What follows belongs to an exercise in optimizing a design on an open flow for small area; a production flow would make more cautious choices.
The RTL was checked by simulation tests, not by an equivalence proof against the original design.
The clock port is modelled as an ideal driver; clocking choices that lean on that would not hold on a real chip.
No activity file was given, so power comes from the tool's default toggle rates.

==> flow/run.sh <==
#!/bin/bash
# Layout flow: the standard ORFS layout (standard.sh) with these changes:
#  - synthesis: the standard synthesis script, except that the final ABC
#    mapping uses an area script (flow/synth_area.tcl, flow/abc_area.script) and
#    Yosys's full-adder extraction is skipped (ADDER_MAP_FILE empty); the
#    registers are the same as the standard synthesis's;
#  - every port is buffered by the smallest buffer (buf_1);
#  - constant outputs share one tie cell (SKIP_REPAIR_TIE_FANOUT);
#  - the clock tree is built from clkbuf_8 leaves under a clkbuf_16 root, with
#    no dummy loads, and then each clock buffer is shrunk to the smallest one
#    that keeps clock-pin slews under 105 ps (as estimated after placement), leaf buffers first (flow/downsize.tcl, a POST_CTS hook).
# Make's full output goes to flow_make.log; ORFS's per-step logs are under orfs/logs.
set -euo pipefail
here=$(pwd)
bash standard.sh \
  SYNTH_SCRIPT="$here/flow/synth_area.tcl" \
  ADDER_MAP_FILE= \
  BUFFER_PORTS_ARGS="-buffer_cell sky130_fd_sc_hd__buf_1" \
  SKIP_REPAIR_TIE_FANOUT=1 \
  CTS_ARGS="-sink_clustering_enable -repair_clock_nets -buf_list sky130_fd_sc_hd__clkbuf_8 -root_buf sky130_fd_sc_hd__clkbuf_16 -dont_use_dummy_load" \
  POST_CTS_TCL="$here/flow/downsize.tcl" \
  finish > flow_make.log 2>&1
==> constraint.sdc <==
create_clock -name core_clock -period 10.0 [get_ports {clk}]
set_input_delay 2.0000 -clock core_clock [delete_from_list [all_inputs] [get_ports {clk}]]
set_output_delay 2.0000 -clock core_clock [all_outputs]
set_load 0.01 [all_outputs]
==> config.mk <==
export PLATFORM = sky130hd
export DESIGN_NAME = rdt3_frame_decoder
export DESIGN_NICKNAME = rdt3_frame_decoder
export VERILOG_FILES = /design/flow/design.v
export SDC_FILE = /design/flow/constraint.sdc
export NUM_CORES = 4
export LEC_CHECK = 0
export CAP_MARGIN = 20
export CORE_MARGIN = 2
export CORE_UTILIZATION = 45
export PLACE_DENSITY = 0.85
export SLEW_MARGIN = 20
==> flow/synth_area.tcl <==
# The standard synthesis (synth_recipe.tcl), with one change: the final ABC
# technology mapping uses an area-oriented script (abc_area.script beside this
# file) instead of ORFS's delay-oriented one. Registers and names are unchanged.
proc synth {args} { yosys synth -nofsm -noshare {*}$args }
set ::area_abc_script [file join [file dirname [file normalize [info script]]] abc_area.script]
proc abc {args} {
  set i [lsearch -exact $args -script]
  if { $i >= 0 } {
    lset args [expr { $i + 1 }] $::area_abc_script
  }
  puts "abc (area script): $args"
  yosys abc {*}$args
}
source $::env(SCRIPTS_DIR)/synth.tcl
# left out here: clear keep_hierarchy, flatten, clean up, hide names made inside functions, write 1_2_yosys.v
==> flow/abc_area.script <==
strash
dch -f
&get -n
&nf -a
&put
==> standard.sh <==
#!/bin/bash
# synth_recipe.tcl (not shown) runs the flow's synth.tcl, then flattens the netlist and writes it again
# the make line also repeats each setting of config.mk as NAME=value (left out here)
make -C /OpenROAD-flow-scripts/flow DESIGN_CONFIG=/design/flow/config.mk WORK_HOME=/design/flow/orfs CLKGATE_MAP_FILE= SYNTH_SCRIPT=/design/flow/synth_recipe.tcl "${@:-finish}"
==> flow/downsize.tcl <==
set ds_limit 0.105
set ds_sizes {sky130_fd_sc_hd__clkbuf_1 sky130_fd_sc_hd__clkbuf_2 sky130_fd_sc_hd__clkbuf_4 sky130_fd_sc_hd__clkbuf_8 sky130_fd_sc_hd__clkbuf_16}
proc ds_worst_clk_slew {} {
  set worst 0
  foreach p [get_pins -hierarchical */CLK] {
    set s [get_property $p slew_max]
    if { $s > $worst } { set worst $s }
  }
  return $worst
}
proc ds_area {m} { return [get_property [lindex [get_lib_cells */$m] 0] area] }
estimate_parasitics -placement
set base [ds_worst_clk_slew]
puts "downsize: worst clock-pin slew before [format %.4f $base]"
set lim [expr { max($ds_limit, $base) }]
set changed 0
# leaf buffers (those driving register clock pins) first, then the rest
set ds_leaf {}
set ds_other {}
foreach inst [get_cells *] {
  set m [get_property $inst ref_name]
  if { [lsearch -exact $ds_sizes $m] < 0 } { continue }
  set leaf 0
  foreach p [get_pins -of_objects [get_nets -of_objects [get_pins -of_objects $inst -filter "direction==output"]]] {
    if { [get_property $p name] == "CLK" } { set leaf 1; break }
  }
  if { $leaf } { lappend ds_leaf $inst } else { lappend ds_other $inst }
}
foreach inst [concat $ds_leaf $ds_other] {
  set m [get_property $inst ref_name]
  set i [lsearch -exact $ds_sizes $m]
  if { $i <= 0 } { continue }
  for { set j 0 } { $j < $i } { incr j } {
    set cand [lindex $ds_sizes $j]
    replace_cell $inst $cand
    estimate_parasitics -placement
    set w [ds_worst_clk_slew]
    if { $w <= $lim } {
      puts "downsize: [get_property $inst name] $m -> $cand (worst [format %.4f $w])"
      incr changed
      break
    }
    replace_cell $inst $m
  }
}
estimate_parasitics -placement
puts "downsize: $changed buffers changed, worst clock-pin slew now [format %.4f [ds_worst_clk_slew]]"
==> design.v <==
module rdt3_frame_decoder (
    input  wire        clk,
    input  wire        rst,
    input  wire        in_valid,
    output wire        in_ready,
    input  wire [31:0] in_data,
    input  wire [2:0]  in_nbytes,    
    input  wire        in_last,
    output wire        out_valid,
    input  wire        out_ready,
    output wire [31:0] out_seq,
    output wire [31:0] out_ack,
    output wire        out_is_ack,
    output wire [31:0] out_digest,
    output wire [31:0] out_crc,
    output wire        out_corrupt,
    output wire        out_malformed,
    output wire [15:0] out_len,
    output wire [15:0] out_poff,
    output wire [15:0] out_plen
);
    localparam [2:0] ST_PAY = 3'd4, ST_FIN = 3'd5, ST_OUT = 3'd6, ST_CLR = 3'd7;
    reg  [2:0]  st;
    reg  [4:0]  t;           
    reg  [1:0]  bi;          
    reg         rdy;         
    reg  [3:0]  nd;          
    reg         neg;         
    reg         bad;         
    reg         d1, d2, d3;  
    reg  [1:0]  cy;          
    reg         ic;          
    reg         isack;
    reg  [31:0] S, A, D, C;  
    reg  [10:0] L;           
    reg  [5:0]  P;           
    wire t31 = (t == 5'd31);
    wire [7:0] cur   = in_data[8*bi +: 8];
    wire       rx    = !st[2] || (st[1:0] == 2'd0);
    wire       slot  = rx && in_valid && !rdy && (in_nbytes != 3'd0);
    wire       lastb = ({1'b0, bi} + 3'd1 == in_nbytes);
    wire       is_pipe  = (cur == 8'h7C);
    wire       is_minus = (cur == 8'h2D);
    wire       is_digit = (cur[7:4] == 4'h3) && (cur[3:0] <= 4'd9);
    wire       hdr   = !st[2];
    wire       pay   = (st == ST_PAY);
    wire [1:0] fld   = st[1:0];
    wire       bit_t = cur[t[2:0]];
    wire       fin = (st == ST_FIN);
    wire       clr = (st == ST_CLR);
    wire       mal = bad;
    wire       x    = (nd == 4'd0) ? 1'b0 : D[0];   
    wire       dbit = (t[4:2] == 3'd0) && bit_t;
    wire [2:0] tot  = {2'b0, d1} + {2'b0, d3} + {2'b0, dbit} + {1'b0, cy};
    wire       nbit = D[0] ^ (neg && d1);             
    wire       nseen = D[0] | d1;
    wire       acc_step = slot && hdr && is_digit && (fld != 2'd2);
    wire       mov_step = slot && hdr && is_pipe && !fld[1];
    wire       isum = L[0] ^ ic;
    wire       t_lo = (t < 5'd11);
    wire        crc_step = slot && pay && !bad && (t[4:3] == 2'd0);
    wire        cin  = C[0] ^ bit_t;
    wire        fb   = crc_step && !cin;
    wire [31:0] C_sh = {clr ? 1'b0 : fin ? C[0] : cin, C[31:1]} ^ ({32{fb}} & 32'h6DB88320);
    wire S_en = mov_step && !fld[0] || fin && mal;
    wire A_en = mov_step && fld[0] || fin && mal;
    wire D_en = acc_step || mov_step || fin;
    wire C_en = crc_step || fin && !mal || clr;
    wire L_en = slot && t_lo || clr;
    wire P_en = slot && (t[4:3] == 2'd0) && (t[2:1] != 2'd3) && is_pipe && (st == 3'd3) || clr || fin && mal;
    always @(posedge clk) begin
        if (S_en) S <= {fin || nbit, S[31:1]};
        if (A_en) A <= {fin || nbit, A[31:1]};
        if (D_en) D <= {(fin || mov_step) ? (D[0] && !(fin && mal)) : tot[0], D[31:1]};
        if (C_en) C <= C_sh;
        if (L_en) L <= {!clr && isum, L[10:1]};
        if (P_en) P <= {!clr && !fin && isum, P[5:1]};
    end
    always @(posedge clk) begin
        if (rst) begin
            st  <= ST_CLR;
            t   <= 5'd0;
            rdy <= 1'b0;
            bi  <= 2'd0;
        end else begin
            case (st)
                ST_CLR: begin
                    t <= t + 5'd1;
                    if (t31) st <= 3'd0;
                end
                ST_FIN: begin
                    t <= t + 5'd1;
                    if (t31) st <= ST_OUT;
                end
                ST_OUT: begin
                    if (out_ready) st <= ST_CLR;
                end
                default: begin
                    if (rdy) begin
                        if (in_valid) begin
                            rdy <= 1'b0;
                            if (in_last) st <= ST_FIN;
                        end
                    end else if (slot) begin
                        t <= t + 5'd1;
                        if (t31) begin
                            bi <= bi + 2'd1;
                            if (lastb) begin
                                bi  <= 2'd0;
                                rdy <= 1'b1;
                            end
                        end
                    end else if (in_valid) begin
                        rdy <= 1'b1;
                    end
                    if (slot && hdr && is_pipe && t31) st <= st + 3'd1;
                end
            endcase
        end
    end
    always @(posedge clk) begin
        if (clr || fin || slot) begin
            if (t31) begin
                d1 <= 1'b0; d2 <= 1'b0; d3 <= 1'b0; cy <= 2'd0;
            end else if (mov_step) begin
                d1 <= nseen;
            end else begin
                d1 <= x; d2 <= d1; d3 <= d2; cy <= tot[2:1];
            end
            if (fin)
                ic <= (ic && t != 5'd0) || (C[0] ^ D[0]);
            else
                ic <= t31 || (L[0] && ic);
        end
        if (clr) begin
            nd    <= 4'd0;
            neg   <= 1'b0;
            bad   <= 1'b0;
        end else if (fin) begin
            if (mal) isack <= 1'b0;
        end else if (rdy && in_valid && in_last && !pay) begin
            bad <= 1'b1;                            
        end else if (slot && hdr) begin
            if (acc_step && t31 &&
                (x || d1 || d2 || tot[2] || tot[1]))
                bad <= 1'b1;                        
            if (t31) begin
                if (is_pipe) begin
                    if (nd == 4'd0) bad <= 1'b1;
                    if (fld[1] == 1'b0 && (neg ? (nseen && !nbit) : nbit))
                        bad <= 1'b1;                
                    nd  <= 4'd0;
                    neg <= 1'b0;
                end else if (is_digit) begin
                    nd <= nd + 4'd1;
                    if (nd == 4'd10) bad <= 1'b1;
                    if (fld == 2'd2) begin
                        isack <= cur[0];
                        if (nd != 4'd0 || cur[3:1] != 3'd0) bad <= 1'b1;
                    end
                end else if (is_minus && nd == 4'd0 && !neg && fld[1] == 1'b0) begin
                    neg <= 1'b1;
                end else begin
                    bad <= 1'b1;
                end
            end
        end
    end
    assign in_ready      = rdy;
    assign out_valid     = (st == ST_OUT);
    assign out_seq       = S;
    assign out_ack       = A;
    assign out_is_ack    = isack;
    assign out_digest    = D;
    assign out_crc       = C;
    assign out_corrupt   = mal || ic;
    assign out_malformed = mal;
    assign out_len       = {5'd0, L};
    assign out_poff      = {10'd0, P};
    wire [10:0] bw;
    wire [9:0]  plen;
    genvar gi;
    generate
        for (gi = 0; gi < 10; gi = gi + 1) begin : g_plen
            wire pb = (gi < 6) ? P[gi] : 1'b0;
            wire bin = (gi == 0) ? 1'b0 : bw[gi];
            assign plen[gi]  = L[gi] ^ pb ^ bin;
            assign bw[gi+1] = (!L[gi] && (pb || bin)) || (pb && bin);
        end
    endgenerate
    assign out_plen      = {6'd0, plen & {10{!mal}}};
endmodule
==> results.py, run 1 <==
metrics = {
    "status": {
        "outcome": "no timing/DRC/antenna violations",
    },
    "floorplanning": {
        "start_util": 0.466,
        "boundaryPins": 221,
        "die_h_um": 127,
        "die_area_um2": 16200,
        "coreArea_um2": 14600,
        "rows": 44,
        "die_x_um": 127,
    },
    "layout": {
        "layout.nets": 672,
        "area.growth.synth_to_final_pct": 13.0,
        "drive_gt1_frac": 0.0508,
        "utilization": 0.526,
        "diodes": 0,
        "final_cells": 814,
    },
    "timing": {
        "rsz0062_at_grt": "false",
        "slew-limit-headroom": 0.332,
        "finalClockSkew_ps": 27.6,
        "fmax_mhz": 175,
        "fin_ws_ps": 4280,
        "worst_pin_slew_ps": 1000,
        "setup-tns-final_ps": 0,
        "drv_slew": 0,
        "hold_violations": 0,
        "setup_violations": 0,
        "final.period_utilization": 0.572,
        "fin_crit_ps": 5720,
        "holdWs_ps": 441,
    },
    "setup_path": {
        "crit_buf_inv": 1,
        "arrival_ps": 3720,
        "start_kind": "register",
        "crit_chain": "nand2b_1 > a21bo_1 > maj3_1 > maj3_1 > maj3_1 > maj3_1 > or3_1 > xor2_1 > nor2_1 > buf_1",
        "worst_ep_required_time_ps": 8000,
        "cp_common_cell": "maj3_1",
        "worst_path_max_delay_cell": "edfxtp_1",
        "rrSetupSlack_ps": 6450,
        "path_max_fanout": 5,
        "slowest_delay_ps": 470,
        "path_delay_family": "adder cells",
        "cp-end-kind": "output pin",
        "worstSetupPathType": "register to output pin",
    },
    "drt": {
        "dr.pass1.iters": 5,
        "vias": 4348,
        "drt-total-wl_um": 14300,
        "drc": 0,
        "drtAntennaViolNets": 0,
        "via_per_inst": 5.34,
        "wl_per_cell_um": 17.6,
        "drtIter0Drc": 296,
    },
    "yosys": {
        "syn-num-nets": 495,
        "synth.most_common_cell": "edfxtp_1",
        "yosysUniqueCellTypes": 47,
        "syn_area_per_cell_um2": 15.0,
        "syn_area_um2": 6820,
        "synth_common_cells": "152 x edfxtp_1, 45 x buf_4, 35 x nor2_1",
        "synth-seq-cells": 169,
        "synth-edff-count": 152,
        "synth.top_cell.area_share": 0.669,
        "synth_flop_cell": "edfxtp_1",
        "yosysTopAreaCell": "edfxtp_1",
        "ys_seq_area_frac": 0.719,
        "async_reset_ff_frac": 0,
        "yosys-top-cells-area": "edfxtp_1 67%, dfxtp_1 5.0%, buf_4 5.0%, xor2_1 2.7%, mux4_2 2.6%",
        "yosysWarnings": 1,
        "netlist_instances": 455,
    },
    "global_route": {
        "grt_pass1_vias": 4044,
        "grt_use_total": 0.175,
        "grt_overflow": 0,
        "grt_antenna_before_repair": 0,
        "grt_max_degree": 33,
        "grt_first_pass_wirelength_um": 21500,
    },
    "power": {
        "p_leak_nw": 2.53,
        "share_seq_of_total_power": 0.536,
        "combPwrFrac": 0.320,
        "p_sw_mw": 0.805,
        "vdd_drop_max_mv": 0.141,
        "power-per-cell-area_nw_per_um2": 286,
        "p_int_mw": 1.40,
        "clkPwrFrac": 0.144,
        "swShare": 0.366,
    },
    "clocking": {
        "numClockSinks": 169,
        "path_clk_slew_ps": 90,
        "clk_latency_ps": 420,
        "tritoncts": "yes",
    },
    "place": {
        "preCtsSetupSlack_ps": 4730,
        "dp.cells": 797,
        "dp_hpwl_um": 10300,
        "port_buffers": 199,
        "gp_routability_congestion": 0.868,
    },
    "flow_run": {
        "maxCapViolations": 0,
    },
    "min_path": {
        "hold_path_class": "register to register",
    },
}
cell usage in the layout, fill, tap and decap left out, types with 7 or more instances in the layout:
master,n
a21oi_1,20
o21ai_0,10
clkbuf_4,7
xnor2_1,9
xor2_1,21
buf_1,199
nand2_1,23
edfxtp_1,152
clkbuf_8,10
nor3_1,14
and2_0,9
dfxtp_1,17
nand2b_1,11
mux4_2,8
nor2_1,35
nor2b_1,7
state kept, by name (all words and copies together) (netlist names), 2 cells and up:
name and count:
t 5, L 11, D 32, C 32, S 32, A 32
bi 2, P 6, st 3, nd 4, cy 2
layout make-up:
type	instances	area, µm²
tap	184	230
timing repair buffer	203	777
fill	1268	6940
multi-input combinational	235	1580
inverter	6	22.5
clock buffer	17	190
sequential	169	4900
kinds of logic (layout without fill, tap and decap cells):
| family | after synthesis | in the layout | synth area share |
|---|---|---|---|
| AO/OA/AOI/OAI | 61 | 61 | 0.0582 |
| buffers and inverters | 51 | 226 | 0.0528 |
| XOR/XNOR | 30 | 30 | 0.0385 |
| AND/OR/NAND/NOR | 130 | 130 | 0.0969 |
| flip-flops | 169 | 169 | 0.719 |
| other | 1 | 1 | 0.000550 |
| multiplexers | 9 | 9 | 0.0279 |
| adder cells (fa/ha/maj) | 4 | 4 | 0.00587 |
final timing paths:
path,from,to,cells after the start
max,L[0],out_plen[8],10
min,D[23],D[22],0
max reg2reg,bi[0],D[21],7
min reg2reg,D[23],D[22],0
power groups by stage:
stage               combinational [mW]  sequential (mW)  clock [mW]
floorplan                        0.491             1.19           0
global route                     0.781             1.21       0.354
global placement                 0.695             1.18           0
detailed placement               0.708             1.20           0
finish                           0.705             1.18       0.316
layer usage:
metal | vias to the layer above | global-route usage | routed length, µm | part of all wire
li1 | 2010 | - | - | -
met1 | 2099 | 0.218 | 6120 | 0.43
met2 | 220 | 0.287 | 6820 | 0.48
met3 | 19 | 0.0666 | 1230 | 0.086
met4 | 0 | 0.0485 | 142 | 0.0099
met5 | - | 0 | 0 | 0
stage by stage:
step / area [µm²] / power [mW]
2_1_floorplan: 6820 / 1.68
3_3_place_gp: 7510 / 1.88
3_5_place_dp: 7510 / 1.90
5_1_grt: 7700 / 2.34
6_report: 7700 / 2.20
==> run 2: changes to the inputs <==
--- a/flow/downsize.tcl
+++ b/flow/downsize.tcl
@@ -1,4 +1,4 @@
-set ds_limit 0.105
+set ds_limit 0.112
 set ds_sizes {sky130_fd_sc_hd__clkbuf_1 sky130_fd_sc_hd__clkbuf_2 sky130_fd_sc_hd__clkbuf_4 sky130_fd_sc_hd__clkbuf_8 sky130_fd_sc_hd__clkbuf_16}
 proc ds_worst_clk_slew {} {
   set worst 0
==> results.py, run 2 <==
metrics = {
    "status": {
        "outcome": "no timing/DRC/antenna violations",
    },
    "layout": {
        "drive_gt1_frac": 0.0508,
        "layout_common_cells": "199 x buf_1, 152 x edfxtp_1, 35 x nor2_1, 23 x nand2_1, 21 x xor2_1",
        "area.growth.synth_to_final_pct": 12.8,
        "fin_area_um2": 7690,
        "seqCellArea_um2": 4900,
        "layout.nets": 672,
        "n_fill_cell": 1269,
        "final_common_cell": "buf_1",
        "multiInputGateArea_um2": 1580,
        "utilization": 0.525,
    },
    "drt": {
        "dr.pass1.iters": 7,
        "wl_per_cell_um": 17.6,
        "via_per_inst": 5.36,
        "drc": 0,
        "drtAntennaViolNets": 0,
        "vias": 4365,
        "drt-total-wl_um": 14300,
        "drtIter0Drc": 292,
    },
    "timing": {
        "finalClockSkew_ps": 34.9,
        "worst_pin_slew_ps": 1010,
        "final.period_utilization": 0.584,
        "fin_crit_ps": 5840,
        "fmax_mhz": 171,
        "drv_slew": 0,
        "slew-limit-headroom": 0.326,
        "rsz0062_at_grt": "false",
        "hold_violations": 0,
        "setup-tns-final_ps": 0,
        "setup_violations": 0,
        "holdWs_ps": 440,
    },
    "floorplanning": {
        "die_h_um": 127,
        "die_area_um2": 16200,
        "rows": 44,
        "die_x_um": 127,
        "boundaryPins": 221,
        "start_util": 0.466,
        "coreArea_um2": 14600,
    },
    "place": {
        "gp_routability_congestion": 0.868,
        "dpl_cell_area_um2": 7510,
        "dp_hpwl_um": 10300,
        "port_buffers": 199,
    },
    "power": {
        "vdd_drop_max_mv": 0.140,
        "p_leak_nw": 2.52,
        "power-per-cell-area_nw_per_um2": 285,
        "total_power_mw": 2.19,
    },
    "yosys": {
        "syn_area_um2": 6820,
        "synth.top_cell.area_share": 0.669,
        "synth_common_cells": "152 x edfxtp_1, 45 x buf_4, 35 x nor2_1",
        "synth-edff-count": 152,
        "synth-seq-cells": 169,
        "async_reset_ff_frac": 0,
        "synth_flop_cell": "edfxtp_1",
        "syn-num-nets": 495,
        "netlist_instances": 455,
        "yosysWarnings": 1,
        "yosysUniqueCellTypes": 47,
        "yosysTopAreaCell": "edfxtp_1",
        "syn_area_per_cell_um2": 15.0,
        "ys_seq_area_frac": 0.719,
        "yosys-top-cells-area": "edfxtp_1 67%, dfxtp_1 5.0%, buf_4 5.0%, xor2_1 2.7%, mux4_2 2.6%",
        "synth.most_common_cell": "edfxtp_1",
    },
    "clocking": {
        "clk_latency_ps": 550,
        "tritoncts": "yes",
        "numClockSinks": 169,
        "path_clk_slew_ps": 90,
    },
    "flow_run": {
        "maxCapViolations": 0,
    },
    "global_route": {
        "grt_antenna_before_repair": 1,
        "grt_pass1_vias": 4044,
        "grt_use_total": 0.175,
        "grt_max_degree": 33,
        "grt_first_pass_wirelength_um": 21500,
        "grt_overflow": 0,
    },
    "setup_path": {
        "cp-end-kind": "output pin",
        "crit_chain": "nand2b_1 > a21bo_1 > maj3_1 > maj3_1 > maj3_1 > maj3_1 > or3_1 > xor2_1 > nor2_1 > buf_1",
        "start_kind": "register",
        "worst_ep_required_time_ps": 8000,
        "worst_path_max_delay_cell": "edfxtp_1",
        "slowest_delay_ps": 470,
        "crit_buf_inv": 1,
        "cp_common_cell": "maj3_1",
        "worstSetupPathType": "register to output pin",
        "path_delay_family": "adder cells",
        "path_max_fanout": 5,
        "arrival_ps": 3840,
    },
    "min_path": {
        "hold_path_class": "register to register",
    },
}
-- run 2: cell counts after synthesis --
Identical to the previous run, type by type.
-- run 2: kinds of logic after synthesis --
logic type | share of synthesized area
compound gates | 0.0582
xor+xnor | 0.0385
fa+ha+maj | 0.00587
buf+inv | 0.0528
flops | 0.719
mux | 0.0279
other cells | 0.000550
simple gates | 0.0969
-- run 2: where the power goes --
group          leakage [nW]  total, mW  switching, mW  internal, mW
Combinational         0.837      0.705          0.465         0.240
Sequential             1.59       1.18          0.146          1.04
Clock                0.0989      0.306          0.195         0.111
Total                  2.52       2.19          0.806          1.39
-- run 2: final cells by class --
cell class,instances,share of cell area
Antenna cell,1,0.000325
Clock buffer,17,0.0231
Inverter,6,0.00293
Multi-Input combinational cell,235,0.205
Sequential cell,169,0.637
Tap cell,184,0.0299
Timing Repair Buffer,203,0.101
-- run 2: worst reg2reg max path, cell delays in order, from the launching register on --
cell	delay, ps
dfxtp_1	760
mux4_2	630
nand3b_1	200
or4_1	650
nor3_1	390
nor2_1	130
nand2_1	90
buf_4	360
-- run 2: path summary, 6_finish.rpt --
check	slack, ps	to	depth (start not counted)	from
worst min-delay path	440	D[22]	0	D[23]
worst max register to register	6450	D[21]	7	bi[0]
worst max-delay path	4160	out_plen[8]	10	L[0]
worst min register to register	440	D[22]	0	D[23]
-- run 2: per-stage QoR --
stage / instances / setup slack (ps)
2_1_floorplan: 455 / 2910
3_3_place_gp: 797 / 4800
3_5_place_dp: 797 / 4730
5_1_grt: 815 / 3960
6_report: 815 / 4160
-- run 2: metal layers --
layer / share of wire / track usage / vias to the layer above
li1: - / - / 2009
met1: 0.42 / 0.218 / 2116
met2: 0.47 / 0.287 / 219
met3: 0.092 / 0.0666 / 21
met4: 0.011 / 0.0485 / 0
met5: 0 / 0 / -
==> run 3: changes to the inputs <==
--- a/flow/downsize.tcl
+++ b/flow/downsize.tcl
@@ -1,4 +1,4 @@
-set ds_limit 0.112
+set ds_limit 0.105
 set ds_sizes {sky130_fd_sc_hd__clkbuf_1 sky130_fd_sc_hd__clkbuf_2 sky130_fd_sc_hd__clkbuf_4 sky130_fd_sc_hd__clkbuf_8 sky130_fd_sc_hd__clkbuf_16}
 proc ds_worst_clk_slew {} {
   set worst 0
--- a/config.mk
+++ b/config.mk
@@ -5,8 +5,8 @@
 export SDC_FILE = /design/flow/constraint.sdc
 export NUM_CORES = 4
 export LEC_CHECK = 0
-export CAP_MARGIN = 20
+export CAP_MARGIN = 0
 export CORE_MARGIN = 2
 export CORE_UTILIZATION = 45
 export PLACE_DENSITY = 0.85
-export SLEW_MARGIN = 20
+export SLEW_MARGIN = 0
==> results.py, run 3 <==
metrics = {
    "status": {
        "outcome": "no timing/DRC/antenna violations",
    },
    "setup_path": {
        "rrSetupSlack_ps": 6440,
        "cp_common_cell": "maj3_1",
        "worstSetupPathType": "register to output pin",
        "slowest_delay_ps": 470,
        "arrival_ps": 3720,
        "path_max_fanout": 5,
        "start_kind": "register",
        "crit_chain": "nand2b_1 > a21bo_1 > maj3_1 > maj3_1 > maj3_1 > maj3_1 > or3_1 > xor2_1 > nor2_1 > buf_1",
        "cp-end-kind": "output pin",
        "worst_ep_required_time_ps": 8000,
        "worst_path_max_delay_cell": "edfxtp_1",
    },
    "global_route": {
        "grt_overflow": 0,
        "grt_first_pass_wirelength_um": 21500,
        "grt_use_total": 0.175,
        "grt_max_degree": 33,
        "grt_pass1_vias": 4044,
        "grt_antenna_before_repair": 0,
    },
    "timing": {
        "finalClockSkew_ps": 28.0,
        "fmax_mhz": 175,
        "rsz0062_at_grt": "false",
        "final.period_utilization": 0.572,
        "setup-tns-final_ps": 0,
        "fin_crit_ps": 5720,
        "hold_violations": 0,
        "slew-limit-headroom": 0.293,
        "holdWs_ps": 441,
        "setup_violations": 0,
        "worst_pin_slew_ps": 1040,
        "drv_slew": 0,
    },
    "place": {
        "gp_routability_congestion": 0.868,
        "dp_hpwl_um": 10300,
        "port_buffers": 199,
        "dp.cells": 797,
    },
    "layout": {
        "final_cells": 814,
        "drive_gt1_frac": 0.0492,
        "area.growth.synth_to_final_pct": 12.9,
        "layout_common_cells": "199 x buf_1, 152 x edfxtp_1, 35 x nor2_1, 23 x nand2_1, 21 x xor2_1",
        "final_common_cell": "buf_1",
        "diodes": 0,
        "layout.nets": 672,
    },
    "yosys": {
        "synth_adder_area_share": 0.00587,
        "yosysUniqueCellTypes": 47,
        "syn_area_um2": 6820,
        "synth.most_common_cell": "edfxtp_1",
        "synth_flop_cell": "edfxtp_1",
        "synth_compound_area_frac": 0.0582,
        "synth-xor-area-share": 0.0385,
        "synth-simple-area-share": 0.0969,
        "yosysWarnings": 1,
        "async_reset_ff_frac": 0,
        "syn_area_per_cell_um2": 15.0,
        "yosysTopAreaCell": "edfxtp_1",
        "netlist_instances": 455,
        "syn-num-nets": 495,
        "synth-edff-count": 152,
        "synth_common_cells": "152 x edfxtp_1, 45 x buf_4, 35 x nor2_1",
        "ys_seq_area_frac": 0.719,
        "synth.top_cell.area_share": 0.669,
        "synth_top_family_by_area": "simple AND/OR/NAND/NOR gates",
        "yosys-top-cells-area": "edfxtp_1 67%, dfxtp_1 5.0%, buf_4 5.0%, xor2_1 2.7%, mux4_2 2.6%",
        "synth-seq-cells": 169,
        "muxShareOfSynthArea": 0.0279,
    },
    "drt": {
        "drtAntennaViolNets": 0,
        "dr.pass1.iters": 5,
        "drt-total-wl_um": 14300,
        "via_per_inst": 5.34,
        "vias": 4349,
        "drc": 0,
        "wl_per_cell_um": 17.6,
        "drtIter0Drc": 332,
    },
    "floorplanning": {
        "boundaryPins": 221,
        "die_x_um": 127,
        "rows": 44,
        "die_area_um2": 16200,
        "start_util": 0.466,
        "die_h_um": 127,
        "coreArea_um2": 14600,
    },
    "power": {
        "vdd_drop_max_mv": 0.141,
        "p_leak_nw": 2.53,
        "power-per-cell-area_nw_per_um2": 286,
    },
    "clocking": {
        "clk_latency_ps": 420,
        "tritoncts": "yes",
        "numClockSinks": 169,
        "path_clk_slew_ps": 90,
    },
    "min_path": {
        "hold_path_class": "register to register",
    },
    "flow_run": {
        "maxCapViolations": 0,
    },
}
-- run 3: final cells by class --
class | count | area (µm²)
inverter | 6 | 22.5
tap | 184 | 230
timing repair buffer | 203 | 777
multi-input combinational | 235 | 1570
clock buffer | 17 | 190
fill | 1272 | 6950
sequential | 169 | 4900
-- run 3: stage by stage --
stage	instance area [µm²]	power, mW	worst slack, ps	utilization
2_1_floorplan	6820	1.68	2910	-
3_3_place_gp	7510	1.88	4800	0.513
3_5_place_dp	7510	1.90	4730	0.513
5_1_grt	7700	2.34	4100	0.526
6_report	7700	2.20	4280	0.526
-- run 3: per-layer routing --
metal  vias up  share of wire  global-route usage
li1       2007              -                   -
met1      2117           0.43               0.218
met2       208           0.48               0.287
met3        17          0.087              0.0666
met4         0         0.0091              0.0485
met5         -              0                   0
-- run 3: path summary, 6_finish.rpt --
kind	from	to	cells past startpoint
max	L[0]	out_plen[8]	10
min	D[23]	D[22]	0
max reg2reg	bi[0]	P[5]	4
min reg2reg	D[23]	D[22]	0
-- run 3: logic make-up (layout without fill, tap and decap cells) --
| family | count (synthesis) | after routing |
|---|---|---|
| adder cells (fa/ha/maj) | 4 | 4 |
| other | 1 | 1 |
| AND/OR/NAND/NOR | 130 | 130 |
| buffers and inverters | 51 | 226 |
| multiplexers | 9 | 9 |
| XOR/XNOR | 30 | 30 |
| flip-flops | 169 | 169 |
| AO/OA/AOI/OAI | 61 | 61 |
-- run 3: where the power goes --
group | leakage [nW] | switching (mW) | internal (mW)
logic | 0.836 | 0.465 | 0.238
clock network | 0.104 | 0.195 | 0.122
registers | 1.59 | 0.147 | 1.04
total | 2.53 | 0.806 | 1.40
-- run 3: worst max-delay path, delay by kind of cell (launching register included) --
kind | cells | cell delay, ps
buf+inv | 1 | 150
simple gates | 3 | 680
xor+xnor | 1 | 160
flops | 1 | 470
compound gates | 1 | 220
fa+ha+maj | 4 | 1630

-- port drivers added, routing unchanged --
How much do the figures lean on ideal ports? The routed layouts below were timed once more, with nothing changed but the port constraints. Step 1 assumes that a clkbuf_16 drives the clock port and a buf_2 every other input. Step 2, shift: input delay + t, output delay - t, t = (earliest + latest rising clock arrival at the registers) / 2. This alone moves slack from input paths to output paths. Three values: no drivers, after step 1, after step 2; two values: the first two.
run	t, ns	setup slack, ns	worst setup path at the end	worst slew at a driven data input, ns	pins driven straight from the clock port
run 1	0.447	4.278 / 4.237 / 4.684	register to output	0.05	1
run 2	0.566	4.164 / 4.127 / 4.692	register to output	0.05	1
run 3	0.446	4.279 / 4.237 / 4.683	register to output	0.05	1
After both steps every run listed still meets setup and hold.
